From an optimization exercise on the open Yosys and OpenROAD flow, aimed at small area, a short achievable clock period and few clock cycles per item; shortcuts taken in it are not production practice.
Only simulation tests tie the RTL to the original design; equivalence was not proved.
Power is estimated from default activity; no workload was simulated.

--- flow/config.mk ---
export PLATFORM = sky130hd
export DESIGN_NAME = qad_peak_note
export DESIGN_NICKNAME = qad_peak_note
export VERILOG_FILES = /design/flow/design.v
export SDC_FILE = /design/flow/constraint.sdc
export NUM_CORES = 4
export LEC_CHECK = 0
export CAP_MARGIN = 20
export CORE_MARGIN = 2
export CORE_UTILIZATION = 60
export SLEW_MARGIN = 20
--- flow/constraint.sdc ---
create_clock -name core_clock -period 15.0 [get_ports {clk}]
set_input_delay 3.0000 -clock core_clock [delete_from_list [all_inputs] [get_ports {clk}]]
set_output_delay 3.0000 -clock core_clock [all_outputs]
set_load 0.01 [all_outputs]
--- flow/design.v ---
module qad_peak_note (
    input  wire        clk,
    input  wire        rst,           
    input  wire        in_valid,
    output wire        in_ready,
    input  wire [44:0] in_re,         
    input  wire [44:0] in_im,         
    input  wire [3:0]  log2n,         
    input  wire [19:0] sr,            
    output wire        out_valid,
    input  wire        out_ready,
    output wire [3:0]  code,          
    output wire [10:0] peak_bin,
    output wire [43:0] peak_mag,
    output wire [30:0] freq,          
    output wire [8:0]  note_key,      
    output wire [3:0]  note_pc,
    output wire [5:0]  note_oct,      
    output wire [15:0] note_name,     
    output wire [31:0] note_freq,     
    output wire [31:0] note_dev       
);
    localparam M  = 10;               
    localparam QW = 2 * M + 2;        
    localparam DW = 2 * M + 5;        
    localparam LB = M + 2;            
    reg         in_ready_r;
    reg         expect_first;         
    reg  [10:0] cnt;                  
    reg  [3:0]  l2n_q;
    reg  [19:0] sr_q;
    reg         acc_done;             
    reg         s1_v, s1_first, s1_last;
    reg  [44:0] s1_a, s1_b;           
    reg  [5:0]  s1_s;                 
    reg  [5:0]  s1_sn;                
    assign in_ready = in_ready_r;
    wire   in_fire  = in_valid && in_ready_r;
    wire [3:0]  cur_l2n  = expect_first ? log2n : l2n_q;
    wire [10:0] nxt_idx  = expect_first ? 11'd0 : cnt + 11'd1;
    wire [11:0] half     = 12'd1 << (cur_l2n - 4'd1);
    wire        nxt_last = ({1'b0, nxt_idx} == half - 12'd1);
    wire [43:0] y_re = in_re[43:0] ^ {44{in_re[44]}};
    wire [43:0] y_im = in_im[43:0] ^ {44{in_im[44]}};
    wire [43:0] y_or = y_re | y_im;
    wire [44:M] sfx;                  
    wire [43:M] top;
    assign sfx[44] = 1'b0;
    genvar gi;
    generate
        for (gi = M; gi < 44; gi = gi + 1) begin : g_lod
            assign sfx[gi] = sfx[gi + 1] | y_or[gi];
            assign top[gi] = y_or[gi] & !sfx[gi + 1];
        end
    endgenerate
    reg  [5:0]  s_in;
    integer i;
    always @(*) begin
        s_in = 6'd0;
        for (i = M; i < 44; i = i + 1)
            s_in = s_in | ({6{top[i]}} & (i[5:0] - M + 6'd1));
    end
    reg         r_v, r_first, r_last;
    reg  [QW-1:0] r_r0, r_r1;
    reg  [5:0]  r_s;
    reg  [10:0] r_idx;
    reg  [44:0] x2_a, x2_b;
    wire [43:0] ysh_a = s1_a[43:0] >> s1_s;
    wire [43:0] ysh_b = s1_b[43:0] >> ~s1_sn;
    wire        g_a   = s1_a[44] && (s1_s == 6'd0);
    wire        g_b   = s1_b[44] && (s1_s == 6'd0);
    wire [QW-1:0] sq_r0, sq_r1;
    qad_sq2 u_sq (.a(ysh_a[M-1:0]), .b(ysh_b[M-1:0]), .ga(g_a), .gb(g_b),
                  .r0(sq_r0), .r1(sq_r1));
    localparam [1:0] S_RUN    = 2'd0,    
                     S_FBWAIT = 2'd1,    
                     S_FBCALC = 2'd2,    
                     S_FBCMP  = 2'd3;    
    reg  [1:0]  st;
    reg  [44:0] c_a, c_b;             
    reg  [44:0] cand_a, cand_b;       
    reg  [10:0] cand_k;
    reg  [QW-1:0] cand_q;
    reg  [5:0]  cand_s;
    reg         ev_gt_q;              
    reg  [10:0] best_k;
    reg  [QW-1:0] q_b;                
    reg  [5:0]  s_b;                  
    reg         fe_pend;              
    wire [QW-1:0] q_k = r_r0 + r_r1;
    reg  d_eq, d_p1, d_m1, d_big;
    wire [DW-1:0] qb_al = d_m1 ? {1'b0, q_b, 2'b00} :
                          d_p1 ? {5'b0, q_b[QW-1:2]} : {3'b0, q_b};
    wire [DW-1:0] csa_x = {3'b0, r_r0};
    wire [DW-1:0] csa_y = {3'b0, r_r1};
    wire [DW-1:0] csa_z = ~qb_al;
    wire [DW-1:0] csa_s = csa_x ^ csa_y ^ csa_z;
    wire [DW-1:0] csa_c = (csa_x & csa_y) | (csa_x & csa_z) | (csa_y & csa_z);
    wire [DW-1:0] dq    = csa_s + {csa_c[DW-2:0], 1'b1};
    wire d_neg  = dq[DW-1];
    wire ge_b   = !d_neg && (|dq[DW-2:LB]);        
    wire ge_b2  = !d_neg && (|dq[DW-2:LB-1]);      
    wire ge_4b  = !d_neg && (|dq[DW-2:LB+2]);      
    wire ge_1   = !d_neg && (|dq[DW-2:0]);         
    wire le_mb  = d_neg && !(&dq[DW-2:LB]);        
    wire le_0   = d_neg || !(|dq[DW-2:0]);         
    wire gt_sure = d_big || (d_eq && ((s_b == 6'd0) ? ge_1 : ge_b))
                         || (d_p1 && ge_b2) || (d_m1 && ge_4b);
    wire near    = d_eq || d_p1 || d_m1;
    wire lt_sure = !d_big && (!near || ((r_s == 6'd0) ? le_0 : le_mb));
    wire ev      = (st == S_RUN) && r_v;
    wire ev_gt   = ev && (r_first || gt_sure);
    wire ev_unc  = ev && !r_first && !gt_sure && !lt_sure;
    reg         ex_busy, ex_fb, acc_full, pb_valid;
    reg  [5:0]  ex_cnt;
    reg  [45:0] ex_hi;
    reg  [43:0] ex_lo;
    reg  [87:0] p_best;               
    reg         xa_bit, xb_bit;       
    wire [5:0]  ex_cnt1 = ex_cnt + 6'd1;
    reg         ex_pre;
    wire [63:0] ca_ext  = {20'd0, c_a[43:0]};
    wire [63:0] cb_ext  = {20'd0, c_b[43:0]};
    wire [46:0] row_a  = ex_pre ? ((c_a[44]) ? {2'b0, c_a[43:0], 1'b1} : 47'd0)
                                : (xa_bit ? {3'b0, c_a[43:0]} : 47'd0);
    wire [46:0] row_b  = ex_pre ? ((c_b[44]) ? {2'b0, c_b[43:0], 1'b1} : 47'd0)
                                : (xb_bit ? {3'b0, c_b[43:0]} : 47'd0);
    wire [46:0] ex_sum = {1'b0, ex_hi} + row_a + row_b;
    wire [87:0] ex_p   = {ex_hi[43:0], ex_lo};
    wire        ex_gt  = (ex_p > p_best);
    reg         isq_busy;
    reg  [5:0]  isq_cnt;
    reg  [45:0] sq_rem;
    reg  [43:0] sq_root;
    wire [47:0] sq_rem_sh = {sq_rem, p_best[87:86]};
    wire [47:0] sq_trial  = {2'b00, sq_root, 2'b01};
    wire [48:0] sq_diff   = {1'b0, sq_rem_sh} - {1'b0, sq_trial};
    wire        sq_ge     = !sq_diff[48];
    localparam [2:0] P_IDLE = 3'd0, P_HORN = 3'd1, P_NORM = 3'd2,
                     P_THR  = 3'd3, P_FIN  = 3'd4, P_NF   = 3'd5, P_DEV = 3'd6;
    reg  [2:0]  pst;
    reg  [4:0]  pcnt;                 
    reg  [10:0] pk;
    reg  [19:0] sr_p;
    reg  [3:0]  l2n_p;
    reg  [30:0] v;
    reg  [31:0] nf;
    reg  [4:0]  p;
    reg  [4:0]  q_r;
    reg  [3:0]  rr_r;
    reg         out_v;
    reg         map_done;
    wire post_free = !isq_busy && (pst == P_IDLE) && !map_done && !out_v;
    wire handoff   = fe_pend && (st == S_RUN) && !ev_gt_q && !ex_busy && pb_valid && post_free;
    reg         h_bit;                
    wire [4:0]  hb_idx = {1'b0, l2n_p} - 5'd3 - pcnt;
    wire        h_bit_nx = !hb_idx[4] && pk[hb_idx[3:0]];
    wire [4:0]  hb_idx0 = {1'b0, l2n_q} - 5'd2;
    wire        h_bit0  = !hb_idx0[4] && best_k[hb_idx0[3:0]];
    wire [30:0] v_next = {v[29:0], 1'b0} + (h_bit ? {11'd0, sr_p} : 31'd0);
    wire [30:0] tq =
        (pcnt == 5'd0) ? 31'd1129491589 :
        (pcnt == 5'd1) ? 31'd1196654653 :
        (pcnt == 5'd2) ? 31'd1267811442 :
        (pcnt == 5'd3) ? 31'd1343199433 :
        (pcnt == 5'd4) ? 31'd1423070228 :
        (pcnt == 5'd5) ? 31'd1507690387 :
        (pcnt == 5'd6) ? 31'd1597342323 :
        (pcnt == 5'd7) ? 31'd1692325240 :
        (pcnt == 5'd8) ? 31'd1792956136 :
        (pcnt == 5'd9) ? 31'd1899570855 :
        (pcnt == 5'd10) ? 31'd2012525216 :
        31'd2132196193;
    wire m_ge = (nf[30:0] >= tq);
    wire [3:0] rr_sel = (pcnt == 5'd12) ? 4'd0 : pcnt[3:0];
    wire [30:0] cf =
        (rr_sel == 4'd0) ? 31'd1097337155 :
        (rr_sel == 4'd1) ? 31'd1162588218 :
        (rr_sel == 4'd2) ? 31'd1231719311 :
        (rr_sel == 4'd3) ? 31'd1304961152 :
        (rr_sel == 4'd4) ? 31'd1382558180 :
        (rr_sel == 4'd5) ? 31'd1464769368 :
        (rr_sel == 4'd6) ? 31'd1551869087 :
        (rr_sel == 4'd7) ? 31'd1644148025 :
        (rr_sel == 4'd8) ? 31'd1741914154 :
        (rr_sel == 4'd9) ? 31'd1845493760 :
        (rr_sel == 4'd10) ? 31'd1955232530 :
        31'd2071496706;
    wire [4:0] q_sel = (pcnt == 5'd12) ? p + 5'd1 : p;
    reg  dc;                          
    assign out_valid = out_v;
    assign code      = {2'b00, dc, 1'b1};
    assign peak_bin  = pk;
    assign peak_mag  = sq_root;
    assign freq      = v;
    assign note_freq = nf;
    assign note_dev  = {1'b0, v} - nf;   
    wire [4:0] q  = q_r;
    wire [3:0] rr = rr_r;
    wire signed [9:0] key = $signed({1'b0, q, 3'b000}) + $signed({2'b00, q, 2'b00})
                            + $signed({6'b0, rr}) - 10'sd200;
    wire [4:0] rr4  = {1'b0, rr} + 5'd4;
    wire       wrap = (rr4 >= 5'd12);
    wire [3:0] pc   = wrap ? rr4[3:0] - 4'd12 : rr4[3:0];
    wire signed [5:0] oct = $signed({1'b0, q}) - 6'sd17 + $signed({5'b0, wrap});
    wire [15:0] name =
        (pc == 4'd0) ? 16'h0043 :
        (pc == 4'd1) ? 16'h2343 :
        (pc == 4'd2) ? 16'h0044 :
        (pc == 4'd3) ? 16'h2344 :
        (pc == 4'd4) ? 16'h0045 :
        (pc == 4'd5) ? 16'h0046 :
        (pc == 4'd6) ? 16'h2346 :
        (pc == 4'd7) ? 16'h0047 :
        (pc == 4'd8) ? 16'h2347 :
        (pc == 4'd9) ? 16'h0041 :
        (pc == 4'd10) ? 16'h2341 :
        16'h0042;
    assign note_key  = dc ? 9'd0  : key[8:0];
    assign note_pc   = dc ? 4'd0  : pc;
    assign note_oct  = dc ? 6'd0  : oct;
    assign note_name = dc ? 16'd0 : name;
    reg [1:0] st_nx;
    always @(*) begin
        st_nx = st;
        case (st)
            S_RUN:    if (ev_unc) st_nx = S_FBWAIT;
            S_FBWAIT: if (!ex_busy && pb_valid && !isq_busy && !ev_gt_q) st_nx = S_FBCALC;
            S_FBCALC: if (ex_cnt == 6'd43 && !ex_pre) st_nx = S_FBCMP;
            default:  st_nx = S_RUN;
        endcase
    end
    wire r_adv       = s1_v && (!r_v || ev);               
    wire [5:0] r_s_nx = r_adv ? s1_s : r_s;
    wire [6:0] rn1    = {1'b0, r_s_nx} + 7'd1;
    wire [6:0] sb1    = {1'b0, s_b} + 7'd1;
    wire [6:0] rs1    = {1'b0, r_s} + 7'd1;
    wire [6:0] cs1    = {1'b0, cand_s} + 7'd1;
    wire [3:0] cmp_keep = {({1'b0, r_s_nx} > sb1), (rn1 == {1'b0, s_b}),
                           ({1'b0, r_s_nx} == sb1), (r_s_nx == s_b)};
    wire [3:0] cmp_bin  = {({1'b0, r_s_nx} > rs1), (rn1 == {1'b0, r_s}),
                           ({1'b0, r_s_nx} == rs1), (r_s_nx == r_s)};
    wire [3:0] cmp_cand = {({1'b0, r_s_nx} > cs1), (rn1 == {1'b0, cand_s}),
                           ({1'b0, r_s_nx} == cs1), (r_s_nx == cand_s)};
    wire       fb_win   = (st == S_FBCMP) && ex_gt;
    wire [3:0] cmp_nx   = fb_win ? cmp_cand : ev_gt ? cmp_bin : cmp_keep;
    wire s1_v_nx     = in_fire || (s1_v && !r_adv);
    wire r_v_nx      = r_adv || (r_v && !ev);
    wire acc_done_nx = (acc_done && !handoff) || (in_fire && nxt_last);
    wire ex_start    = ev_gt_q;                            
    wire fb_start    = (st == S_FBWAIT) && (st_nx == S_FBCALC);
    always @(posedge clk) begin
        if (rst) begin
            in_ready_r   <= 1'b0;
            expect_first <= 1'b1;
            acc_done     <= 1'b0;
            s1_v         <= 1'b0;
            r_v          <= 1'b0;
            st           <= S_RUN;
            ev_gt_q      <= 1'b0;
            fe_pend      <= 1'b0;
            ex_busy      <= 1'b0;
            ex_fb        <= 1'b0;
            acc_full     <= 1'b0;
            pb_valid     <= 1'b0;
            isq_busy     <= 1'b0;
            pst          <= P_IDLE;
            out_v        <= 1'b0;
            map_done     <= 1'b0;
        end else begin
            st         <= st_nx;
            s1_v       <= s1_v_nx;
            r_v        <= r_v_nx;
            acc_done   <= acc_done_nx;
            in_ready_r <= !acc_done_nx && (!s1_v_nx || !r_v_nx || st_nx == S_RUN);
            ev_gt_q    <= ev_gt;
            {d_big, d_m1, d_p1, d_eq} <= cmp_nx;
            if (in_fire) begin
                s1_a     <= {in_re[44], y_re};
                s1_b     <= {in_im[44], y_im};
                s1_s     <= s_in;
                s1_sn    <= ~s_in;
                s1_first <= expect_first;
                s1_last  <= nxt_last;
                cnt      <= nxt_idx;
                expect_first <= nxt_last;
                if (expect_first) begin
                    l2n_q <= log2n;
                    sr_q  <= sr;
                end
            end
            if (r_adv) begin
                r_r0    <= sq_r0;
                r_r1    <= sq_r1;
                r_s     <= s1_s;
                r_first <= s1_first;
                r_last  <= s1_last;
                r_idx   <= cnt;
                x2_a    <= s1_a;
                x2_b    <= s1_b;
            end
            if (ev && r_last)
                fe_pend <= 1'b1;
            if (ev_gt) begin
                q_b <= q_k;
                s_b <= r_s;
            end
            if (ev) begin
                cand_a <= x2_a;
                cand_b <= x2_b;
                cand_k <= r_idx;
                cand_q <= q_k;
                cand_s <= r_s;
            end
            if (ev_gt_q || fb_start) begin
                c_a <= cand_a;
                c_b <= cand_b;
            end
            if (ev_gt_q)
                best_k <= cand_k;
            if (ex_start || fb_start) begin
                ex_pre   <= 1'b1;
                ex_busy  <= 1'b1;
                ex_fb    <= fb_start;
                ex_cnt   <= 6'd0;
                ex_hi    <= 46'd0;
                acc_full <= 1'b0;
                if (ex_start)
                    pb_valid <= 1'b0;
            end else if (ex_busy && ex_pre) begin
                ex_pre <= 1'b0;
                xa_bit <= c_a[0];
                xb_bit <= c_b[0];
                ex_hi  <= ex_sum[45:0];
            end else if (ex_busy) begin
                xa_bit <= ca_ext[ex_cnt1];
                xb_bit <= cb_ext[ex_cnt1];
                ex_hi  <= ex_sum[46:1];
                ex_lo  <= {ex_sum[0], ex_lo[43:1]};
                ex_cnt <= ex_cnt + 6'd1;
                if (ex_cnt == 6'd43) begin
                    ex_busy  <= 1'b0;
                    acc_full <= !ex_fb;
                end
            end else if (acc_full && !isq_busy) begin
                p_best   <= ex_p;
                pb_valid <= 1'b1;
                acc_full <= 1'b0;
            end
            if (fb_win) begin
                p_best <= ex_p;
                best_k <= cand_k;
                q_b    <= cand_q;
                s_b    <= cand_s;
            end
            if (handoff) begin
                fe_pend  <= 1'b0;
                pb_valid <= 1'b0;
                isq_busy <= 1'b1;
                isq_cnt  <= 6'd0;
                sq_rem   <= 46'd0;
                sq_root  <= 44'd0;
                pk       <= best_k;
                dc       <= (best_k == 11'd0);
                sr_p     <= sr_q;
                l2n_p    <= l2n_q;
                v        <= 31'd0;
                pcnt     <= 5'd0;
                h_bit    <= h_bit0;
                pst      <= P_HORN;
            end
            if (isq_busy) begin
                p_best <= {p_best[85:0], 2'b00};
                if (sq_ge) begin
                    sq_rem  <= sq_diff[45:0];
                    sq_root <= {sq_root[42:0], 1'b1};
                end else begin
                    sq_rem  <= sq_rem_sh[45:0];
                    sq_root <= {sq_root[42:0], 1'b0};
                end
                isq_cnt <= isq_cnt + 6'd1;
                if (isq_cnt == 6'd43)
                    isq_busy <= 1'b0;
            end
            case (pst)
                P_HORN: begin
                    v    <= v_next;
                    h_bit <= h_bit_nx;
                    pcnt <= pcnt + 5'd1;
                    if (pcnt == 5'd10) begin
                        nf   <= {1'b0, v_next};
                        p    <= 5'd30;
                        pst  <= dc ? P_DEV : P_NORM;
                    end
                end
                P_NORM: begin
                    if (nf[30:23] == 8'd0) begin
                        nf <= {1'b0, nf[22:0], 8'd0};
                        p  <= p - 5'd8;
                    end else if (!nf[30]) begin
                        nf <= {1'b0, nf[29:0], 1'b0};
                        p  <= p - 5'd1;
                    end else begin
                        pcnt <= 5'd0;
                        pst  <= P_THR;
                    end
                end
                P_THR: begin
                    if (pcnt != 5'd12 && m_ge)
                        pcnt <= pcnt + 5'd1;
                    else
                        pst <= P_FIN;
                end
                P_FIN: begin
                    q_r  <= q_sel;
                    rr_r <= rr_sel;
                    if (q_sel >= 5'd30) begin
                        nf  <= (q_sel == 5'd31) ? {cf, 1'b0} : {1'b0, cf};
                        pst <= P_DEV;
                    end else begin
                        nf  <= {1'b0, cf};
                        pcnt <= 5'd29 - q_sel;
                        pst <= P_NF;
                    end
                end
                P_NF: begin
                    if (pcnt >= 5'd8) begin
                        nf   <= nf >> 8;
                        pcnt <= pcnt - 5'd8;
                    end else if (pcnt != 5'd0) begin
                        nf   <= nf >> 1;
                        pcnt <= pcnt - 5'd1;
                    end else begin
                        nf  <= (nf >> 1) + {31'd0, nf[0]};
                        pst <= P_DEV;
                    end
                end
                P_DEV: begin
                    if (dc)
                        nf <= 32'd0;
                    pst <= P_IDLE;
                end
                default: ;
            endcase
            if (pst == P_DEV)
                map_done <= 1'b1;
            if (map_done && !isq_busy) begin
                map_done <= 1'b0;
                out_v    <= 1'b1;
            end
            if (out_v && out_ready)
                out_v <= 1'b0;
        end
    end
endmodule
module qad_sq2 (
    input  wire [9:0] a,
    input  wire [9:0] b,
    input  wire        ga,
    input  wire        gb,
    output wire [21:0] r0,
    output wire [21:0] r1
);
    wire t1, t2;
    assign t1 = (a[0] & a[9]) ^ (a[1] & a[8]);
    assign t2 = (a[0] & a[9]) & (a[1] & a[8]);
    wire t3, t4;
    assign t3 = (a[0] & a[5]) ^ (a[1] & a[4]);
    assign t4 = (a[0] & a[5]) & (a[1] & a[4]);
    wire t5, t6;
    assign t5 = (a[0] & a[7]) ^ (a[1] & a[6]) ^ (a[2] & a[5]);
    assign t6 = ((a[0] & a[7]) & (a[1] & a[6])) | ((a[0] & a[7]) & (a[2] & a[5])) | ((a[1] & a[6]) & (a[2] & a[5]));
    wire t7, t8;
    assign t7 = (a[3] & a[4]) ^ a[4];
    assign t8 = (a[3] & a[4]) & a[4];
    wire t9, t10;
    assign t9 = (a[0] & a[8]) ^ (a[1] & a[7]) ^ (a[2] & a[6]);
    assign t10 = ((a[0] & a[8]) & (a[1] & a[7])) | ((a[0] & a[8]) & (a[2] & a[6])) | ((a[1] & a[7]) & (a[2] & a[6]));
    wire t11, t12;
    assign t11 = (a[3] & a[5]) ^ (ga & a[8]);
    assign t12 = (a[3] & a[5]) & (ga & a[8]);
    wire t13, t14;
    assign t13 = t1 ^ (a[2] & a[7]) ^ (a[3] & a[6]);
    assign t14 = (t1 & (a[2] & a[7])) | (t1 & (a[3] & a[6])) | ((a[2] & a[7]) & (a[3] & a[6]));
    wire t15, t16;
    assign t15 = (a[4] & a[5]) ^ a[5] ^ (ga & a[9]);
    assign t16 = ((a[4] & a[5]) & a[5]) | ((a[4] & a[5]) & (ga & a[9])) | (a[5] & (ga & a[9]));
    wire t17, t18;
    assign t17 = (b[0] & b[9]) ^ (b[1] & b[8]) ^ (b[2] & b[7]);
    assign t18 = ((b[0] & b[9]) & (b[1] & b[8])) | ((b[0] & b[9]) & (b[2] & b[7])) | ((b[1] & b[8]) & (b[2] & b[7]));
    wire t19, t20;
    assign t19 = t2 ^ (a[1] & a[9]) ^ (a[2] & a[8]);
    assign t20 = (t2 & (a[1] & a[9])) | (t2 & (a[2] & a[8])) | ((a[1] & a[9]) & (a[2] & a[8]));
    wire t21, t22;
    assign t21 = (a[3] & a[7]) ^ (a[4] & a[6]);
    assign t22 = (a[3] & a[7]) & (a[4] & a[6]);
    wire t23, t24;
    assign t23 = (a[2] & a[9]) ^ (a[3] & a[8]) ^ (a[4] & a[7]);
    assign t24 = ((a[2] & a[9]) & (a[3] & a[8])) | ((a[2] & a[9]) & (a[4] & a[7])) | ((a[3] & a[8]) & (a[4] & a[7]));
    wire t25, t26;
    assign t25 = (a[5] & a[6]) ^ a[6];
    assign t26 = (a[5] & a[6]) & a[6];
    wire t27, t28;
    assign t27 = (a[0] & a[3]) ^ (a[1] & a[2]) ^ a[2];
    assign t28 = ((a[0] & a[3]) & (a[1] & a[2])) | ((a[0] & a[3]) & a[2]) | ((a[1] & a[2]) & a[2]);
    wire t29, t30;
    assign t29 = (a[0] & a[4]) ^ (a[1] & a[3]);
    assign t30 = (a[0] & a[4]) & (a[1] & a[3]);
    wire t31, t32;
    assign t31 = t3 ^ (a[2] & a[3]) ^ a[3];
    assign t32 = (t3 & (a[2] & a[3])) | (t3 & a[3]) | ((a[2] & a[3]) & a[3]);
    wire t33, t34;
    assign t33 = (ga & a[5]) ^ (b[0] & b[5]) ^ (b[1] & b[4]);
    assign t34 = ((ga & a[5]) & (b[0] & b[5])) | ((ga & a[5]) & (b[1] & b[4])) | ((b[0] & b[5]) & (b[1] & b[4]));
    wire t35, t36;
    assign t35 = t4 ^ (a[0] & a[6]) ^ (a[1] & a[5]);
    assign t36 = (t4 & (a[0] & a[6])) | (t4 & (a[1] & a[5])) | ((a[0] & a[6]) & (a[1] & a[5]));
    wire t37, t38;
    assign t37 = (a[2] & a[4]) ^ (ga & a[6]) ^ (b[0] & b[6]);
    assign t38 = ((a[2] & a[4]) & (ga & a[6])) | ((a[2] & a[4]) & (b[0] & b[6])) | ((ga & a[6]) & (b[0] & b[6]));
    wire t39, t40;
    assign t39 = (b[1] & b[5]) ^ (b[2] & b[4]);
    assign t40 = (b[1] & b[5]) & (b[2] & b[4]);
    wire t41, t42;
    assign t41 = t5 ^ t7 ^ (ga & a[7]);
    assign t42 = (t5 & t7) | (t5 & (ga & a[7])) | (t7 & (ga & a[7]));
    wire t43, t44;
    assign t43 = (b[0] & b[7]) ^ (b[1] & b[6]) ^ (b[2] & b[5]);
    assign t44 = ((b[0] & b[7]) & (b[1] & b[6])) | ((b[0] & b[7]) & (b[2] & b[5])) | ((b[1] & b[6]) & (b[2] & b[5]));
    wire t45, t46;
    assign t45 = (b[3] & b[4]) ^ b[4] ^ (gb & b[7]);
    assign t46 = ((b[3] & b[4]) & b[4]) | ((b[3] & b[4]) & (gb & b[7])) | (b[4] & (gb & b[7]));
    wire t47, t48;
    assign t47 = t6 ^ t8 ^ t9;
    assign t48 = (t6 & t8) | (t6 & t9) | (t8 & t9);
    wire t49, t50;
    assign t49 = t11 ^ (b[0] & b[8]) ^ (b[1] & b[7]);
    assign t50 = (t11 & (b[0] & b[8])) | (t11 & (b[1] & b[7])) | ((b[0] & b[8]) & (b[1] & b[7]));
    wire t51, t52;
    assign t51 = (b[2] & b[6]) ^ (b[3] & b[5]) ^ (gb & b[8]);
    assign t52 = ((b[2] & b[6]) & (b[3] & b[5])) | ((b[2] & b[6]) & (gb & b[8])) | ((b[3] & b[5]) & (gb & b[8]));
    wire t53, t54;
    assign t53 = t10 ^ t12 ^ t13;
    assign t54 = (t10 & t12) | (t10 & t13) | (t12 & t13);
    wire t55, t56;
    assign t55 = t15 ^ t17 ^ (b[3] & b[6]);
    assign t56 = (t15 & t17) | (t15 & (b[3] & b[6])) | (t17 & (b[3] & b[6]));
    wire t57, t58;
    assign t57 = (b[4] & b[5]) ^ b[5] ^ (gb & b[9]);
    assign t58 = ((b[4] & b[5]) & b[5]) | ((b[4] & b[5]) & (gb & b[9])) | (b[5] & (gb & b[9]));
    wire t59, t60;
    assign t59 = t14 ^ t16 ^ t18;
    assign t60 = (t14 & t16) | (t14 & t18) | (t16 & t18);
    wire t61, t62;
    assign t61 = t19 ^ t21 ^ (b[1] & b[9]);
    assign t62 = (t19 & t21) | (t19 & (b[1] & b[9])) | (t21 & (b[1] & b[9]));
    wire t63, t64;
    assign t63 = (b[2] & b[8]) ^ (b[3] & b[7]) ^ (b[4] & b[6]);
    assign t64 = ((b[2] & b[8]) & (b[3] & b[7])) | ((b[2] & b[8]) & (b[4] & b[6])) | ((b[3] & b[7]) & (b[4] & b[6]));
    wire t65, t66;
    assign t65 = t20 ^ t22 ^ t23;
    assign t66 = (t20 & t22) | (t20 & t23) | (t22 & t23);
    wire t67, t68;
    assign t67 = t25 ^ (b[2] & b[9]) ^ (b[3] & b[8]);
    assign t68 = (t25 & (b[2] & b[9])) | (t25 & (b[3] & b[8])) | ((b[2] & b[9]) & (b[3] & b[8]));
    wire t69, t70;
    assign t69 = (b[4] & b[7]) ^ (b[5] & b[6]) ^ b[6];
    assign t70 = ((b[4] & b[7]) & (b[5] & b[6])) | ((b[4] & b[7]) & b[6]) | ((b[5] & b[6]) & b[6]);
    wire t71, t72;
    assign t71 = t24 ^ t26 ^ (a[3] & a[9]);
    assign t72 = (t24 & t26) | (t24 & (a[3] & a[9])) | (t26 & (a[3] & a[9]));
    wire t73, t74;
    assign t73 = (a[4] & a[8]) ^ (a[5] & a[7]) ^ (b[3] & b[9]);
    assign t74 = ((a[4] & a[8]) & (a[5] & a[7])) | ((a[4] & a[8]) & (b[3] & b[9])) | ((a[5] & a[7]) & (b[3] & b[9]));
    wire t75, t76;
    assign t75 = (b[4] & b[8]) ^ (b[5] & b[7]);
    assign t76 = (b[4] & b[8]) & (b[5] & b[7]);
    wire t77, t78;
    assign t77 = (a[4] & a[9]) ^ (a[5] & a[8]) ^ (a[6] & a[7]);
    assign t78 = ((a[4] & a[9]) & (a[5] & a[8])) | ((a[4] & a[9]) & (a[6] & a[7])) | ((a[5] & a[8]) & (a[6] & a[7]));
    wire t79, t80;
    assign t79 = a[7] ^ (b[4] & b[9]) ^ (b[5] & b[8]);
    assign t80 = (a[7] & (b[4] & b[9])) | (a[7] & (b[5] & b[8])) | ((b[4] & b[9]) & (b[5] & b[8]));
    wire t81, t82;
    assign t81 = (b[6] & b[7]) ^ b[7];
    assign t82 = (b[6] & b[7]) & b[7];
    wire t83, t84;
    assign t83 = (a[5] & a[9]) ^ (a[6] & a[8]);
    assign t84 = (a[5] & a[9]) & (a[6] & a[8]);
    wire t85, t86;
    assign t85 = (a[6] & a[9]) ^ (a[7] & a[8]);
    assign t86 = (a[6] & a[9]) & (a[7] & a[8]);
    wire t87, t88;
    assign t87 = (a[0] & a[1]) ^ a[1] ^ (ga & a[1]);
    assign t88 = ((a[0] & a[1]) & a[1]) | ((a[0] & a[1]) & (ga & a[1])) | (a[1] & (ga & a[1]));
    wire t89, t90;
    assign t89 = (a[0] & a[2]) ^ (ga & a[2]);
    assign t90 = (a[0] & a[2]) & (ga & a[2]);
    wire t91, t92;
    assign t91 = t27 ^ (ga & a[3]) ^ (b[0] & b[3]);
    assign t92 = (t27 & (ga & a[3])) | (t27 & (b[0] & b[3])) | ((ga & a[3]) & (b[0] & b[3]));
    wire t93, t94;
    assign t93 = (b[1] & b[2]) ^ b[2];
    assign t94 = (b[1] & b[2]) & b[2];
    wire t95, t96;
    assign t95 = t28 ^ t29 ^ (ga & a[4]);
    assign t96 = (t28 & t29) | (t28 & (ga & a[4])) | (t29 & (ga & a[4]));
    wire t97, t98;
    assign t97 = (b[0] & b[4]) ^ (b[1] & b[3]) ^ (gb & b[4]);
    assign t98 = ((b[0] & b[4]) & (b[1] & b[3])) | ((b[0] & b[4]) & (gb & b[4])) | ((b[1] & b[3]) & (gb & b[4]));
    wire t99, t100;
    assign t99 = t30 ^ t31 ^ t33;
    assign t100 = (t30 & t31) | (t30 & t33) | (t31 & t33);
    wire t101, t102;
    assign t101 = (b[2] & b[3]) ^ b[3] ^ (gb & b[5]);
    assign t102 = ((b[2] & b[3]) & b[3]) | ((b[2] & b[3]) & (gb & b[5])) | (b[3] & (gb & b[5]));
    wire t103, t104;
    assign t103 = t32 ^ t34 ^ t35;
    assign t104 = (t32 & t34) | (t32 & t35) | (t34 & t35);
    wire t105, t106;
    assign t105 = t37 ^ t39 ^ (gb & b[6]);
    assign t106 = (t37 & t39) | (t37 & (gb & b[6])) | (t39 & (gb & b[6]));
    wire t107, t108;
    assign t107 = t36 ^ t38 ^ t40;
    assign t108 = (t36 & t38) | (t36 & t40) | (t38 & t40);
    wire t109, t110;
    assign t109 = t41 ^ t43 ^ t45;
    assign t110 = (t41 & t43) | (t41 & t45) | (t43 & t45);
    wire t111, t112;
    assign t111 = t42 ^ t44 ^ t46;
    assign t112 = (t42 & t44) | (t42 & t46) | (t44 & t46);
    wire t113, t114;
    assign t113 = t47 ^ t49 ^ t51;
    assign t114 = (t47 & t49) | (t47 & t51) | (t49 & t51);
    wire t115, t116;
    assign t115 = t48 ^ t50 ^ t52;
    assign t116 = (t48 & t50) | (t48 & t52) | (t50 & t52);
    wire t117, t118;
    assign t117 = t53 ^ t55 ^ t57;
    assign t118 = (t53 & t55) | (t53 & t57) | (t55 & t57);
    wire t119, t120;
    assign t119 = t54 ^ t56 ^ t58;
    assign t120 = (t54 & t56) | (t54 & t58) | (t56 & t58);
    wire t121, t122;
    assign t121 = t59 ^ t61 ^ t63;
    assign t122 = (t59 & t61) | (t59 & t63) | (t61 & t63);
    wire t123, t124;
    assign t123 = t60 ^ t62 ^ t64;
    assign t124 = (t60 & t62) | (t60 & t64) | (t62 & t64);
    wire t125, t126;
    assign t125 = t65 ^ t67 ^ t69;
    assign t126 = (t65 & t67) | (t65 & t69) | (t67 & t69);
    wire t127, t128;
    assign t127 = t66 ^ t68 ^ t70;
    assign t128 = (t66 & t68) | (t66 & t70) | (t68 & t70);
    wire t129, t130;
    assign t129 = t71 ^ t73 ^ t75;
    assign t130 = (t71 & t73) | (t71 & t75) | (t73 & t75);
    wire t131, t132;
    assign t131 = t72 ^ t74 ^ t76;
    assign t132 = (t72 & t74) | (t72 & t76) | (t74 & t76);
    wire t133, t134;
    assign t133 = t77 ^ t79 ^ t81;
    assign t134 = (t77 & t79) | (t77 & t81) | (t79 & t81);
    wire t135, t136;
    assign t135 = t78 ^ t80 ^ t82;
    assign t136 = (t78 & t80) | (t78 & t82) | (t80 & t82);
    wire t137, t138;
    assign t137 = t83 ^ (b[5] & b[9]) ^ (b[6] & b[8]);
    assign t138 = (t83 & (b[5] & b[9])) | (t83 & (b[6] & b[8])) | ((b[5] & b[9]) & (b[6] & b[8]));
    wire t139, t140;
    assign t139 = t84 ^ t85 ^ a[8];
    assign t140 = (t84 & t85) | (t84 & a[8]) | (t85 & a[8]);
    wire t141, t142;
    assign t141 = (b[6] & b[9]) ^ (b[7] & b[8]) ^ b[8];
    assign t142 = ((b[6] & b[9]) & (b[7] & b[8])) | ((b[6] & b[9]) & b[8]) | ((b[7] & b[8]) & b[8]);
    wire t143, t144;
    assign t143 = t86 ^ (a[7] & a[9]);
    assign t144 = t86 & (a[7] & a[9]);
    wire t145, t146;
    assign t145 = (a[8] & a[9]) ^ a[9];
    assign t146 = (a[8] & a[9]) & a[9];
    wire t147, t148;
    assign t147 = a[0] ^ ga;
    assign t148 = a[0] & ga;
    wire t149, t150;
    assign t149 = t87 ^ (b[0] & b[1]);
    assign t150 = t87 & (b[0] & b[1]);
    wire t151, t152;
    assign t151 = t88 ^ t89 ^ (b[0] & b[2]);
    assign t152 = (t88 & t89) | (t88 & (b[0] & b[2])) | (t89 & (b[0] & b[2]));
    wire t153, t154;
    assign t153 = t90 ^ t91 ^ t93;
    assign t154 = (t90 & t91) | (t90 & t93) | (t91 & t93);
    wire t155, t156;
    assign t155 = t92 ^ t94 ^ t95;
    assign t156 = (t92 & t94) | (t92 & t95) | (t94 & t95);
    wire t157, t158;
    assign t157 = t96 ^ t98 ^ t99;
    assign t158 = (t96 & t98) | (t96 & t99) | (t98 & t99);
    wire t159, t160;
    assign t159 = t100 ^ t102 ^ t103;
    assign t160 = (t100 & t102) | (t100 & t103) | (t102 & t103);
    wire t161, t162;
    assign t161 = t104 ^ t106 ^ t107;
    assign t162 = (t104 & t106) | (t104 & t107) | (t106 & t107);
    wire t163, t164;
    assign t163 = t108 ^ t110 ^ t111;
    assign t164 = (t108 & t110) | (t108 & t111) | (t110 & t111);
    wire t165, t166;
    assign t165 = t112 ^ t114 ^ t115;
    assign t166 = (t112 & t114) | (t112 & t115) | (t114 & t115);
    wire t167, t168;
    assign t167 = t116 ^ t118 ^ t119;
    assign t168 = (t116 & t118) | (t116 & t119) | (t118 & t119);
    wire t169, t170;
    assign t169 = t120 ^ t122 ^ t123;
    assign t170 = (t120 & t122) | (t120 & t123) | (t122 & t123);
    wire t171, t172;
    assign t171 = t124 ^ t126 ^ t127;
    assign t172 = (t124 & t126) | (t124 & t127) | (t126 & t127);
    wire t173, t174;
    assign t173 = t128 ^ t130 ^ t131;
    assign t174 = (t128 & t130) | (t128 & t131) | (t130 & t131);
    wire t175, t176;
    assign t175 = t132 ^ t134 ^ t135;
    assign t176 = (t132 & t134) | (t132 & t135) | (t134 & t135);
    wire t177, t178;
    assign t177 = t136 ^ t138 ^ t139;
    assign t178 = (t136 & t138) | (t136 & t139) | (t138 & t139);
    wire t179, t180;
    assign t179 = t140 ^ t142 ^ t143;
    assign t180 = (t140 & t142) | (t140 & t143) | (t142 & t143);
    wire t181, t182;
    assign t181 = t144 ^ t145 ^ (b[8] & b[9]);
    assign t182 = (t144 & t145) | (t144 & (b[8] & b[9])) | (t145 & (b[8] & b[9]));
    wire t183, t184;
    assign t183 = t147 ^ b[0];
    assign t184 = t147 & b[0];
    wire t185, t186;
    assign t185 = t148 ^ (ga & a[0]) ^ (gb & b[0]);
    assign t186 = (t148 & (ga & a[0])) | (t148 & (gb & b[0])) | ((ga & a[0]) & (gb & b[0]));
    wire t187, t188;
    assign t187 = t149 ^ b[1] ^ (gb & b[1]);
    assign t188 = (t149 & b[1]) | (t149 & (gb & b[1])) | (b[1] & (gb & b[1]));
    wire t189, t190;
    assign t189 = t150 ^ t151 ^ (gb & b[2]);
    assign t190 = (t150 & t151) | (t150 & (gb & b[2])) | (t151 & (gb & b[2]));
    wire t191, t192;
    assign t191 = t152 ^ t153 ^ (gb & b[3]);
    assign t192 = (t152 & t153) | (t152 & (gb & b[3])) | (t153 & (gb & b[3]));
    wire t193, t194;
    assign t193 = t154 ^ t155 ^ t97;
    assign t194 = (t154 & t155) | (t154 & t97) | (t155 & t97);
    wire t195, t196;
    assign t195 = t156 ^ t157 ^ t101;
    assign t196 = (t156 & t157) | (t156 & t101) | (t157 & t101);
    wire t197, t198;
    assign t197 = t158 ^ t159 ^ t105;
    assign t198 = (t158 & t159) | (t158 & t105) | (t159 & t105);
    wire t199, t200;
    assign t199 = t160 ^ t161 ^ t109;
    assign t200 = (t160 & t161) | (t160 & t109) | (t161 & t109);
    wire t201, t202;
    assign t201 = t162 ^ t163 ^ t113;
    assign t202 = (t162 & t163) | (t162 & t113) | (t163 & t113);
    wire t203, t204;
    assign t203 = t164 ^ t165 ^ t117;
    assign t204 = (t164 & t165) | (t164 & t117) | (t165 & t117);
    wire t205, t206;
    assign t205 = t166 ^ t167 ^ t121;
    assign t206 = (t166 & t167) | (t166 & t121) | (t167 & t121);
    wire t207, t208;
    assign t207 = t168 ^ t169 ^ t125;
    assign t208 = (t168 & t169) | (t168 & t125) | (t169 & t125);
    wire t209, t210;
    assign t209 = t170 ^ t171 ^ t129;
    assign t210 = (t170 & t171) | (t170 & t129) | (t171 & t129);
    wire t211, t212;
    assign t211 = t172 ^ t173 ^ t133;
    assign t212 = (t172 & t173) | (t172 & t133) | (t173 & t133);
    wire t213, t214;
    assign t213 = t174 ^ t175 ^ t137;
    assign t214 = (t174 & t175) | (t174 & t137) | (t175 & t137);
    wire t215, t216;
    assign t215 = t176 ^ t177 ^ t141;
    assign t216 = (t176 & t177) | (t176 & t141) | (t177 & t141);
    wire t217, t218;
    assign t217 = t178 ^ t179 ^ (b[7] & b[9]);
    assign t218 = (t178 & t179) | (t178 & (b[7] & b[9])) | (t179 & (b[7] & b[9]));
    wire t219, t220;
    assign t219 = t180 ^ t181 ^ b[9];
    assign t220 = (t180 & t181) | (t180 & b[9]) | (t181 & b[9]);
    wire t221, t222;
    assign t221 = t182 ^ t146;
    assign t222 = t182 & t146;
    assign r0 = {1'b0, t222, t220, t218, t216, t214, t212, t210, t208, t206, t204, t202, t200, t198, t196, t194, t192, t190, t188, t186, t184, t183};
    assign r1 = {1'b0, 1'b0, t221, t219, t217, t215, t213, t211, t209, t207, t205, t203, t201, t199, t197, t195, t193, t191, t189, t187, t185, gb};
endmodule
--- flow/flow/run.sh ---
#!/bin/bash
# The standard layout (standard.sh, all steps), except that the buffers
# placed on the input and output ports are sky130_fd_sc_hd__buf_1 cells.
set -e
export BUFFER_PORTS_ARGS="-buffer_cell sky130_fd_sc_hd__buf_1"
bash standard.sh > standard.log 2>&1
--- flow/standard.sh ---
#!/bin/bash
# synth_recipe.tcl (not shown) runs the flow's synth.tcl, then flattens the netlist and writes it again
# the make line also repeats each setting of config.mk as NAME=value (left out here)
make -C /OpenROAD-flow-scripts/flow DESIGN_CONFIG=/design/flow/config.mk WORK_HOME=/design/flow/orfs CLKGATE_MAP_FILE= SYNTH_SCRIPT=/design/flow/synth_recipe.tcl "${@:-finish}"
==> impl_metrics.toml, run 1 <==
[critical_path]
r2r-end = "d_m1$_DFFE_PN_"
end_kind = "output pin"
crit_fanout = 7
cp.arrival_ns = 5.39
cp.required_ns = 12.00
cp_slowest_cell = "o41ai_1"
crit_top_cell = "o21ai_0"
critPathLaunch = "nf[2]$_DFFE_PP_"
cp-endpoint = "note_dev[30]"
crit_path_max_incr_delay_ns = 0.74
crit_chain = "inv_1, ha_1, nor2b_1, o21ai_0, a21boi_0, o21ai_0, nand2b_1, a21oi_1, o211ai_1, a31oi_1, o2111ai_1, a21o_1, a41o_1, o41ai_1, o21ai_0, xor2_1, buf_1"
r2r_start = "d_p1$_DFFE_PN_"
rr_worst_depth = 20
critPathKind = "flop to output pin"
r2r_slack_ns = 8.30
crit_path_start_kind = "flop"

[routing]
drc = 0
vias = 46181
antenna_left = 0
drt_iter0_markers = 4132
drtPass1Iterations = 6
wl_per_cell_um = 20.9
vias_per_cell = 6.02
wl_mm = 160

[place]
dp_hpwl_mm = 120
place_congestion = 0.996
portBuffers = 296

[clocking]
clock_path_buffers = 3
clk_pin_slew_worst_paths_ns = 0.07
clock_latency_ns = 0.72
post_cts_buffers = 0
post_cts_resized = 0
cts_made_buffers = 102
clkSinkCount = 972
ctsHoldBuffers = 0
cts_tree = "built"
cts_root_buffer = "clkbuf_16"
htree_levels = 3

[sta]
rsz0062_at_grt = "no"
min_period_ns = 8.39
final_max_slew_viol_count = 0
hold_violations = 0
skew_ns = 0.0348
fin_crit_sh_pct = 56.0
setup_viol = 0
relSlewSlack_pct = 23.2
finalSetupTns_ns = 0
tightest_slew_ns = 1.15
fmax_mhz = 119

[global_route]
grt_pass1_wl_mm = 252
grt_pass1_vias = 44903
overflow = 0
grt_max_degree = 92
grt.total_usage_pct = 29.5
antenna_found_initial = 1

[synthesis]
syn_area_mm2 = 0.0634
synthArstFlopShare_pct = 0
ys.warnings.count = 1
yosys.area.top_type = "edfxtp_1"
synth_top_area_share_pct = 45.1
synth_edf_count = 953
ys_top_cells_by_area = "edfxtp_1 45%, ha_1 7.7%, fa_1 4.8%"
ys_ff_latch = 972
synth-seq-area-share_pct = 45.7
synthCells = 5981
ys_types = 98
synth_flop_cell = "edfxtp_1"
syn_avg_cell_area_um2 = 10.6

[floorplanning]
die_h_um = 329
num_io_pins = 309
die_area_mm2 = 0.108
initial_core_util_pct = 60.3
die_w_um = 329
core_area_mm2 = 0.105
rows = 119

[power]
vdd.ir_drop.worst_uv = 108
leakagePower_nw = 27.3
power.density_mw_per_mm2 = 90.7

[final_layout]
fin_util_pct = 65.9
area_growth_pct = 9.19
drive_above_1_share_pct = 7.86
final_common_cell = "edfxtp_1"
num-nets-final = 6861
layout_common_cells = "953 x edfxtp_1, 621 x inv_1, 542 x nor2_1, 451 x nand2_1, 433 x a21oi_1"

[hold_path]
hold_class = "flop to flop"

[job]
cap_violations = 0

[status]
outcome = "no timing/DRC/antenna violations"
routing by layer:
layer | vias to the layer above | wire length [um] | global-route usage (%)
li1 | 21933 | - | -
met1 | 22225 | 69400 | 40.8
met2 | 1699 | 74200 | 47.6
met3 | 322 | 10300 | 4.00
met4 | 2 | 6240 | 11.3
met5 | - | 13 | 0
cell families (layout without fill, tap and decap cells):
group	count (synthesis)	in the layout	synth area share, %
buf+inv	902	1196	5.53
fa+ha+maj	544	544	12.5
mux	289	289	6.48
other cells	2	13	0.0118
flops	972	972	45.7
compound gates	1349	1349	13.5
xor+xnor	345	345	4.79
simple gates	1578	1578	11.4
cell type report:
type / count / area [um^2]
Antenna cell: 1 / 2.50
Clock buffer: 125 / 2660
Clock inverter: 64 / 628
Fill cell: 8395 / 35900
Inverter: 629 / 2360
Multi-Input combinational cell: 4117 / 31100
Sequential cell: 972 / 29000
Tap cell: 1391 / 1740
Timing Repair Buffer: 378 / 1750
cell usage after synthesis, drive strengths merged, types with 63 or more instances:
cell type and instances:
nand2 451, nor2 552, nand3 122, a21o 108
xor2 168, ha 391, inv 625, nor3 81
a22oi 104, nor2b 63, xnor2 176, mux4 88
o21ai 295, mux2i 108, edfxtp 953, fa 152
clkbuf 222, mux2 93, a21oi 437
sequential cells by signal (all words and copies together) (netlist names), 20 cells and up:
register and flops:
c_b 45, x2_b 45, sq_rem 46, sr_q 20, sr_p 20, nf 32, p_best 88, x2_a 45
cand_a 45, csa_x 21, ex_lo 44, cand_b 45, csa_y 20, c_a 45, sq_root 44, s1_a 45
s1_b 45, ex_hi 46, q_b 22, cand_q 22, v 31
power breakdown:
group	leakage (nW)	switching, mW	internal [mW]
clock	1.60	1.08	1.41
combinational	16.9	0.446	0.286
sequential	8.82	0.0345	3.03
total	27.3	1.56	4.72
worst min path at each step:
stage | start | end | slack (ns) | cells past startpoint
after floorplan | cand_k[0]$_DFFE_PP_ | best_k[0]$_DFFE_PP_ | 0.40 | 0
after global placement | x2_a[10]$_DFFE_PP_ | cand_a[10]$_DFFE_PP_ | 0.40 | 0
after detailed placement | cand_a[14]$_DFFE_PP_ | c_a[14]$_DFFE_PP_ | 0.40 | 0
after CTS | cand_a[36]$_DFFE_PP_ | c_a[36]$_DFFE_PP_ | 0.41 | 0
after global routing | cand_a[36]$_DFFE_PP_ | c_a[36]$_DFFE_PP_ | 0.42 | 0
final | cand_a[36]$_DFFE_PP_ | c_a[36]$_DFFE_PP_ | 0.41 | 0
metrics by stage:
step                hold slack, ns  instances  worst slack [ns]  area (um^2)  power [mW]
floorplan                    0.400       5991              4.93        63400        3.64
CTS                          0.411       7675              6.73        69200        6.32
global route                 0.418       7676              6.38        69200        6.51
finish                       0.409       7677              6.61        69200        6.28
global placement             0.400       7485              7.64        65900        3.82
detailed placement           0.405       7486              7.55        65900        3.84
worst max-delay path, delay by kind of cell, from the launching register on:
kind                       cells  cell delay [ns]
AOI/OAI and AO/OA             11             3.14
DFF                            1             0.50
adders and majority gates      1             0.32
buffers and inverters          2             0.27
and+or+nand+nor                2             0.25
xor gates and xnor gates       1             0.17
Testbench counts, summed over its fixed seeds: cycles 114,331, bins 108,544.
==> run 2, diff against run 1 <==
--- a/flow/config.mk
+++ b/flow/config.mk
@@ -9,3 +9,5 @@
 export CORE_MARGIN = 2
 export CORE_UTILIZATION = 60
+export CTS_CLUSTER_DIAMETER = 100
+export CTS_CLUSTER_SIZE = 30
 export SLEW_MARGIN = 20
==> run 2 against run 1 <==
  * Critical path depth unchanged
  * Non-clock buffer count is the same
  * Final area is 2.8% lower
  * Cell count shrank 1.5%
  * Power down 17%
  * Highest routed layer unchanged
==> impl_metrics.toml, run 2 <==
[sta]
final_max_slew_viol_count = 0
finalSetupTns_ns = 0
setup_ws_ns = 6.69
relSlewSlack_pct = 21.9
setup_viol = 0
min_period_ns = 8.31
rsz0062_at_grt = "no"
fin_crit_sh_pct = 55.4
hold_violations = 0
skew_ns = 0.0345
fmax_mhz = 120
tightest_slew_ns = 1.17

[place]
dp_slack_ns = 7.55
portBuffers = 296
dp_hpwl_mm = 120
place_congestion = 0.996
place_area_mm2 = 0.0659

[floorplanning]
initial_core_util_pct = 60.3
die_h_um = 329
rows = 119
num_io_pins = 309
die_area_mm2 = 0.108
die_w_um = 329
core_area_mm2 = 0.105

[critical_path]
critPathLaunch = "nf[2]$_DFFE_PP_"
end_kind = "output pin"
crit_path_start_kind = "flop"
r2r_slack_ns = 8.29
cp.required_ns = 12.00
critPathKind = "flop to output pin"
crit_fanout = 7
rr_worst_depth = 20
cp-endpoint = "note_dev[30]"
r2r-end = "d_m1$_DFFE_PN_"
cp.arrival_ns = 5.31
r2r_start = "d_p1$_DFFE_PN_"

[synthesis]
synth-seq-area-share_pct = 45.7
ys_types = 98
synth_top_area_share_pct = 45.1
synthCells = 5981
synthArstFlopShare_pct = 0
yosys.area.top_type = "edfxtp_1"
ys.warnings.count = 1
syn_avg_cell_area_um2 = 10.6
synth_edf_count = 953
synth_most_common_cell = "edfxtp_1"
syn_area_mm2 = 0.0634
ys_top_cells_by_area = "edfxtp_1 45%, ha_1 7.7%, fa_1 4.8%"
ys_top_cells_by_count = "953 x edfxtp_1, 622 x inv_1, 551 x nor2_1"
ys_ff_latch = 972
synth_flop_cell = "edfxtp_1"

[power]
vdd.ir_drop.worst_uv = 104
power.density_mw_per_mm2 = 77.8
leakagePower_nw = 26.4

[final_layout]
layout_common_cells = "953 x edfxtp_1, 621 x inv_1, 542 x nor2_1, 451 x nand2_1, 433 x a21oi_1"
regMostFlops = "p_best"
reg.largest.list = "p_best x88, ex_hi x46, sq_rem x46"
fillers = 8615
num-nets-final = 6802
final_common_cell = "edfxtp_1"
fin_area_mm2 = 0.0673
drive_above_1_share_pct = 6.68
largest_reg_flops = 88
area_growth_pct = 6.17
fin_util_pct = 64.0

[clocking]
clock_latency_ns = 0.69
htree_levels = 2
clock_path_buffers = 3
clkSinkCount = 972
post_cts_resized = 0
cts_made_buffers = 43
post_cts_buffers = 0
cts_tree = "built"
ctsHoldBuffers = 0
clk_pin_slew_worst_paths_ns = 0.11
cts_root_buffer = "clkbuf_16"

[routing]
vias = 45659
drtPass1Iterations = 6
wl_mm = 158
vias_per_cell = 6.04
drt_iter0_markers = 3922
wl_per_cell_um = 20.9
antenna_left = 0
drc = 0

[job]
cap_violations = 0

[global_route]
grt.total_usage_pct = 29.0
grt_pass1_vias = 44115
overflow = 0
grt_max_degree = 92
antenna_found_initial = 1
grt_pass1_wl_mm = 248

[hold_path]
hold_class = "flop to flop"
min_from = "x2_a[43]$_DFFE_PP_"

[status]
outcome = "no timing/DRC/antenna violations"
run 2: cell counts after synthesis:
No cell type changed its count.
run 2: through the flow:
stage	std cells	hold WS, ns	power [mW]
final	7561	0.421	5.24
after global routing	7560	0.433	5.45
after global placement	7485	0.400	3.82
after detailed placement	7486	0.405	3.84
after CTS	7559	0.424	5.27
after floorplan	5991	0.400	3.64
run 2: area by class of cell:
type	instances	area [um^2]	area share, %
flip-flops and latches	972	29000	43.1
well taps	1391	1740	2.59
diodes	1	2.50	0.00372
multi-input cells	4117	31100	46.2
clock inverters	16	235	0.349
repair buffers	378	1750	2.60
clock buffers	57	1140	1.69
inverters	629	2360	3.51
run 2: worst min path at each step:
stage,to,depth (start not counted)
after detailed placement,c_a[14]$_DFFE_PP_,0
after global routing,cand_b[4]$_DFFE_PP_,0
final,cand_a[43]$_DFFE_PP_,0
after CTS,c_a[35]$_DFFE_PP_,0
after global placement,cand_a[10]$_DFFE_PP_,0
after floorplan,best_k[0]$_DFFE_PP_,0
run 2: critical path: stages, from the launching register on:
cell       delay, ns
edfxtp_1        0.50
inv_1           0.11
ha_1            0.32
nor2b_1         0.14
o21ai_0         0.23
a21boi_0        0.16
o21ai_0         0.18
nand2b_1        0.11
a21oi_1         0.33
o211ai_1        0.22
a31oi_1         0.28
o2111ai_1       0.26
a21o_1          0.25
a41o_1          0.25
o41ai_1         0.74
o21ai_0         0.23
xor2_1          0.17
buf_1           0.16
run 2: cells by family (layout without fill, tap and decap cells):
family / Yosys count / count (layout) / synth area share, %
mux: 289 / 289 / 6.48
xor+xnor: 345 / 345 / 4.79
buf+inv: 902 / 1080 / 5.53
flops: 972 / 972 / 45.7
simple gates: 1578 / 1578 / 11.4
compound gates: 1349 / 1349 / 13.5
fa+ha+maj: 544 / 544 / 12.5
other cells: 2 / 13 / 0.0118
run 2: power breakdown:
part | switching, mW | leakage [nW] | internal (mW)
logic | 0.444 | 16.9 | 0.286
registers | 0.0344 | 8.82 | 3.02
clock network | 0.880 | 0.661 | 0.575
total | 1.36 | 26.4 | 3.88
run 2: routing by layer:
metal	track usage [%]	part of all wire [%]	up-vias
li1	-	-	21737
met1	40.7	44	22034
met2	47.2	46	1598
met3	3.46	6.1	288
met4	9.79	3.9	2
met5	0	0.0044	-
==> run 3, diff against run 2 <==
--- a/flow/design.v
+++ b/flow/design.v
@@ -34,5 +34,6 @@
     reg  [44:0] s1_a, s1_b;           
     reg  [5:0]  s1_s;                 
-    reg  [5:0]  s1_sn;                
+    reg  [4:0]  s1_oh8;               
+    reg  [7:0]  s1_oh1;               
     assign in_ready = in_ready_r;
     wire   in_fire  = in_valid && in_ready_r;
@@ -66,6 +67,21 @@
     reg  [10:0] r_idx;
     reg  [44:0] x2_a, x2_b;
-    wire [43:0] ysh_a = s1_a[43:0] >> s1_s;
-    wire [43:0] ysh_b = s1_b[43:0] >> ~s1_sn;
+    wire [M+6:0] t8_a, t8_b;
+    wire [M-1:0] ysh_a, ysh_b;
+    wire [87:0]  ya_ext = {44'd0, s1_a[43:0]};
+    wire [87:0]  yb_ext = {44'd0, s1_b[43:0]};
+    genvar gj;
+    generate
+        for (gj = 0; gj < M + 7; gj = gj + 1) begin : g_sh8
+            assign t8_a[gj] = |(s1_oh8 & {ya_ext[gj + 32], ya_ext[gj + 24], ya_ext[gj + 16],
+                                         ya_ext[gj + 8], ya_ext[gj]});
+            assign t8_b[gj] = |(s1_oh8 & {yb_ext[gj + 32], yb_ext[gj + 24], yb_ext[gj + 16],
+                                         yb_ext[gj + 8], yb_ext[gj]});
+        end
+        for (gj = 0; gj < M; gj = gj + 1) begin : g_sh1
+            assign ysh_a[gj] = |(s1_oh1 & t8_a[gj + 7:gj]);
+            assign ysh_b[gj] = |(s1_oh1 & t8_b[gj + 7:gj]);
+        end
+    endgenerate
     wire        g_a   = s1_a[44] && (s1_s == 6'd0);
     wire        g_b   = s1_b[44] && (s1_s == 6'd0);
@@ -122,9 +138,8 @@
     wire [63:0] ca_ext  = {20'd0, c_a[43:0]};
     wire [63:0] cb_ext  = {20'd0, c_b[43:0]};
-    wire [46:0] row_a  = ex_pre ? ((c_a[44]) ? {2'b0, c_a[43:0], 1'b1} : 47'd0)
-                                : (xa_bit ? {3'b0, c_a[43:0]} : 47'd0);
-    wire [46:0] row_b  = ex_pre ? ((c_b[44]) ? {2'b0, c_b[43:0], 1'b1} : 47'd0)
-                                : (xb_bit ? {3'b0, c_b[43:0]} : 47'd0);
-    wire [46:0] ex_sum = {1'b0, ex_hi} + row_a + row_b;
+    wire [46:0] row_a  = xa_bit ? {3'b0, c_a[43:0]} : 47'd0;
+    wire [46:0] row_b  = xb_bit ? {3'b0, c_b[43:0]} : 47'd0;
+    wire        ex_cin = ex_pre && xa_bit && xb_bit;
+    wire [46:0] ex_sum = {1'b0, ex_hi} + row_a + row_b + {46'd0, ex_cin};
     wire [87:0] ex_p   = {ex_hi[43:0], ex_lo};
     wire        ex_gt  = (ex_p > p_best);
@@ -147,4 +162,5 @@
     reg  [31:0] nf;
     reg  [4:0]  p;
+    reg  [31:0] dev;
     reg  [4:0]  q_r;
     reg  [3:0]  rr_r;
@@ -195,5 +211,5 @@
     assign freq      = v;
     assign note_freq = nf;
-    assign note_dev  = {1'b0, v} - nf;   
+    assign note_dev  = dev;
     wire [4:0] q  = q_r;
     wire [3:0] rr = rr_r;
@@ -280,5 +296,6 @@
                 s1_b     <= {in_im[44], y_im};
                 s1_s     <= s_in;
-                s1_sn    <= ~s_in;
+                s1_oh8   <= 5'd1 << s_in[5:3];
+                s1_oh1   <= 8'd1 << s_in[2:0];
                 s1_first <= expect_first;
                 s1_last  <= nxt_last;
@@ -320,4 +337,6 @@
                 best_k <= cand_k;
             if (ex_start || fb_start) begin
+                xa_bit   <= cand_a[44];
+                xb_bit   <= cand_b[44];
                 ex_pre   <= 1'b1;
                 ex_busy  <= 1'b1;
@@ -332,5 +351,5 @@
                 xa_bit <= c_a[0];
                 xb_bit <= c_b[0];
-                ex_hi  <= ex_sum[45:0];
+                ex_hi  <= {ex_sum[44:0], xa_bit ^ xb_bit};
             end else if (ex_busy) begin
                 xa_bit <= ca_ext[ex_cnt1];
@@ -437,6 +456,9 @@
                 end
                 P_DEV: begin
-                    if (dc)
-                        nf <= 32'd0;
+                    if (dc) begin
+                        nf  <= 32'd0;
+                        dev <= 32'd0;
+                    end else
+                        dev <= {1'b0, v} - nf;
                     pst <= P_IDLE;
                 end
==> flow/run.sh (new file) <==
#!/bin/bash
# synth_recipe.tcl (not shown) runs the flow's synth.tcl, then flattens the netlist and writes it again
# the make line also repeats each setting of config.mk as NAME=value (left out here)
make -C /OpenROAD-flow-scripts/flow DESIGN_CONFIG=/design/flow/config.mk WORK_HOME=/design/flow/orfs CLKGATE_MAP_FILE= SYNTH_SCRIPT=/design/flow/synth_recipe.tcl finish
--- a/flow/config.mk
+++ b/flow/config.mk
@@ -9,5 +9,3 @@
 export CORE_MARGIN = 2
 export CORE_UTILIZATION = 60
-export CTS_CLUSTER_DIAMETER = 100
-export CTS_CLUSTER_SIZE = 30
 export SLEW_MARGIN = 20
removed: flow/flow/run.sh
removed: flow/standard.sh
==> run 3 against run 2 <==
  * Non-clock buffer count decreased by 23
  * Sequential power grew 5%
  * Critical path depth fell by 4
  * Via count fell by 3.5%
  * Largest cell class is now registers
  * Utilization grew 3.8 points
  * Highest routed layer is now met4
  * First-iteration DRC count grew 13%
  * Sequential share of layout area about the same
  * Wire length fell by 0.61%
  * Clock-buffer cell count rose by 65
==> impl_metrics.toml, run 3 <==
[critical_path]
cp.required_ns = 12.00
crit_chain = "inv_1, ha_1, fa_1, inv_1, ha_1, inv_1, fa_1, inv_1, a21o_1, a21oi_1, xnor2_1, nor2_1, clkdlybuf4s50_1"
crit_top_cell = "inv_1"
cp_num_buf_inv = 5
crit_path_max_incr_delay_ns = 0.54
end_kind = "output pin"
r2r_slack_ns = 9.01
crit_path_start_kind = "flop"
cp.arrival_ns = 3.50
r2r-end = "d_m1$_DFFE_PN_"
rr_worst_depth = 21
critPathKind = "flop to output pin"
cp_slowest_cell = "clkdlybuf4s50_1"
cp_top_family = "adder cells"
r2r_start = "d_p1$_DFFE_PN_"
crit_fanout = 2

[clocking]
cts_tree = "built"
clock_path_buffers = 3
clk_pin_slew_worst_paths_ns = 0.06
cts_root_buffer = "clkbuf_16"
post_cts_buffers = 0
clock_latency_ns = 0.73
ctsHoldBuffers = 0
post_cts_resized = 0
cts_made_buffers = 105
clkSinkCount = 1009
htree_levels = 3

[synthesis]
synth_most_common_cell = "edfxtp_1"
synthCells = 5588
ys.warnings.count = 1
synth_compound_area_share_pct = 12.4
synthArstFlopShare_pct = 0
ys_top_cells_by_count = "990 x edfxtp_1, 470 x inv_1, 450 x nor2_1"
synth_xor_area_share_pct = 4.93
ys_top_cells_by_area = "edfxtp_1 48%, ha_1 7.8%, fa_1 4.9%"
syn_avg_cell_area_um2 = 11.1
synthSimpleGateAreaFrac_pct = 12.5
synth_top_family_by_area = "adder cells"
yosys.area.top_type = "edfxtp_1"
synth_edf_count = 990
synth-seq-area-share_pct = 48.5
muxShareOfSynthArea_pct = 4.59
ys_types = 99
synth_top_area_share_pct = 47.9
synthAdderAreaFrac_pct = 12.7
ys_ff_latch = 1009
synth_flop_cell = "edfxtp_1"
syn_area_mm2 = 0.0621

[status]
outcome = "no timing/DRC/antenna violations"

[global_route]
use_met3_pct = 3.71
grt_pass1_wl_mm = 247
busiest_layer = "met2"
gr-usage-met2_pct = 49.1
antenna_found_initial = 0
grt_max_degree = 86
grt_pass1_vias = 43828
overflow = 0
grt_use_met1_pct = 39.3
grt.total_usage_pct = 29.5

[final_layout]
reg.largest.list = "p_best x88, ex_hi x46, sq_rem x46"
area_growth_pct = 12.7
layout_common_cells = "990 x edfxtp_1, 470 x inv_1, 442 x nor2_1, 387 x ha_1, 362 x nand2_1"
drive_above_1_share_pct = 7.35
antenna_cells = 0
regMostFlops = "p_best"
largest_reg_flops = 88
fin_area_mm2 = 0.0700
final_common_cell = "edfxtp_1"
num-nets-final = 6471

[job]
cap_violations = 0

[floorplanning]
num_io_pins = 309
die_area_mm2 = 0.106
die_h_um = 326
core_area_mm2 = 0.103
initial_core_util_pct = 60.3
die_w_um = 326
rows = 118

[sta]
final_max_slew_viol_count = 0
hold_violations = 0
finalSetupTns_ns = 0
fin_crit_sh_pct = 43.3
rsz0062_at_grt = "no"
relSlewSlack_pct = 23.9
tightest_slew_ns = 1.14
skew_ns = 0.0718
setup_viol = 0
min_period_ns = 6.50
fmax_mhz = 154

[routing]
drtPass1Iterations = 7
drc = 0
wl_mm = 157
wl_per_cell_um = 21.5
antenna_left = 0
vias = 44077
vias_per_cell = 6.05
drt_iter0_markers = 4432

[hold_path]
hold_class = "flop to flop"
hold_end = "cand_k[6]$_DFFE_PP_"
min_from = "r_idx[6]$_DFFE_PP_"
holdPathStages = 0

[power]
vdd.ir_drop.worst_uv = 120
leakagePower_nw = 27.3
power_mw = 6.63
power.density_mw_per_mm2 = 94.7

[place]
dp_hpwl_mm = 116
place_congestion = 0.981
portBuffers = 296
place_area_mm2 = 0.0664
-- run 3: changes by cell type after synthesis, sizes merged, moves of 23 or more --
cell	change
mux4	-58
a222oi	+36
a21oi	-125
o21ai	-85
nand2	-89
mux2	+23
clkbuf	-27
edfxtp	+37
nor2	-102
nor2b	+37
inv	-154
and2	+142
-- run 3: how the worst max path moves through the flow --
stage | start | endpoint | depth (start not counted) | slack [ns]
CTS | q_r[1]$_DFFE_PP_ | note_key[8] | 13 | 8.45
finish | q_r[0]$_DFFE_PP_ | note_key[8] | 13 | 8.50
detailed placement | log2n[3] | in_ready_r$_SDFF_PP0_ | 13 | 8.37
global placement | log2n[3] | in_ready_r$_SDFF_PP0_ | 14 | 8.41
floorplan | rst | csa_x[0]$_DFFE_PP_ | 3 | 4.94
global route | q_r[1]$_DFFE_PP_ | note_key[8] | 13 | 8.26
-- run 3: metal layers --
layer / share of wire (%) / routed length, um / vias to the layer above
met4: 4.1 / 6440 / 0
met2: 48 / 75300 / 1748
met5: 0 / 0 / -
li1: - / - / 20745
met1: 41 / 65000 / 21240
met3: 6.4 / 10100 / 344
-- run 3: final cells by class --
| type | count | area, um^2 |
|---|---|---|
| fillers | 7869 | 33100 |
| flip-flops and latches | 1009 | 30100 |
| multi-input cells | 3870 | 29400 |
| repair buffers | 355 | 3410 |
| clock buffers | 122 | 2700 |
| inverters | 474 | 1780 |
| well taps | 1380 | 1730 |
| clock inverters | 76 | 827 |
-- run 3: cells by family (layout without fill, tap and decap cells) --
family          count (synthesis)  after routing
simple gates                 1581           1581
fa+ha+maj                     540            540
flops                        1009           1009
buf+inv                       719           1027
mux                           232            232
xor+xnor                      348            348
other cells                     2             12
compound gates               1157           1157
-- run 3: through the flow --
step                      instances  setup WS [ns]  hold slack, ns  utilization (%)
after CTS                      7286           8.45           0.398             67.9
after floorplan                5598           4.94           0.400                -
after detailed placement       7088           8.37           0.405             64.4
after global placement         7087           8.41           0.401             64.4
after global routing           7286           8.26           0.421             67.9
final                          7286           8.50           0.399             67.9
-- run 3: power by group --
group	internal, mW	switching (mW)	total, mW
Sequential	3.15	0.0400	3.19
Clock	1.53	1.13	2.66
Combinational	0.319	0.458	0.777
-- run 3: worst reg2reg max path: cells and delay by family (launching register included) --
family / cells / cell delay [ns]
simple gates: 3 / 0.69
buf+inv: 3 / 0.66
xor+xnor: 1 / 0.25
fa+ha+maj: 2 / 0.86
compound gates: 8 / 1.97
mux: 4 / 1.05
flops: 1 / 0.33
Testbench counts of run 3, summed over its fixed seeds: cycles 114,331, bins 108,544.

static timing again, ports no longer ideal:
The flow's constraints put no driver on any port. The routed layouts listed below were extracted and timed again, unchanged, in two steps. Step 1 assumes that a clkbuf_16 drives the clock port and a buf_2 every other input. Step 2 times the ports against the registers' clock, not the clock port: input delays grow and output delays shrink by t, the midpoint of the rising clock arrivals with the driver on. Three values: ideal, step 1, step 2; two values: the first two.
run	shift t [ns]	setup WS [ns]	clock arrival spread, ns	worst data-port slew with drivers (ns)
run 1	0.782	6.607 / 6.528 / 7.310	0.042 / 0.042	0.11
run 2	0.746	6.694 / 6.619 / 7.364	0.037 / 0.037	0.11
run 3	0.764	8.499 / 8.427 / 8.311	0.072 / 0.072	0.07
After both steps setup and hold are still met in every run listed. For run 3, which loses most, drivers alone change the setup slack by -0.072 ns; drivers and shift together by -0.188 ns.
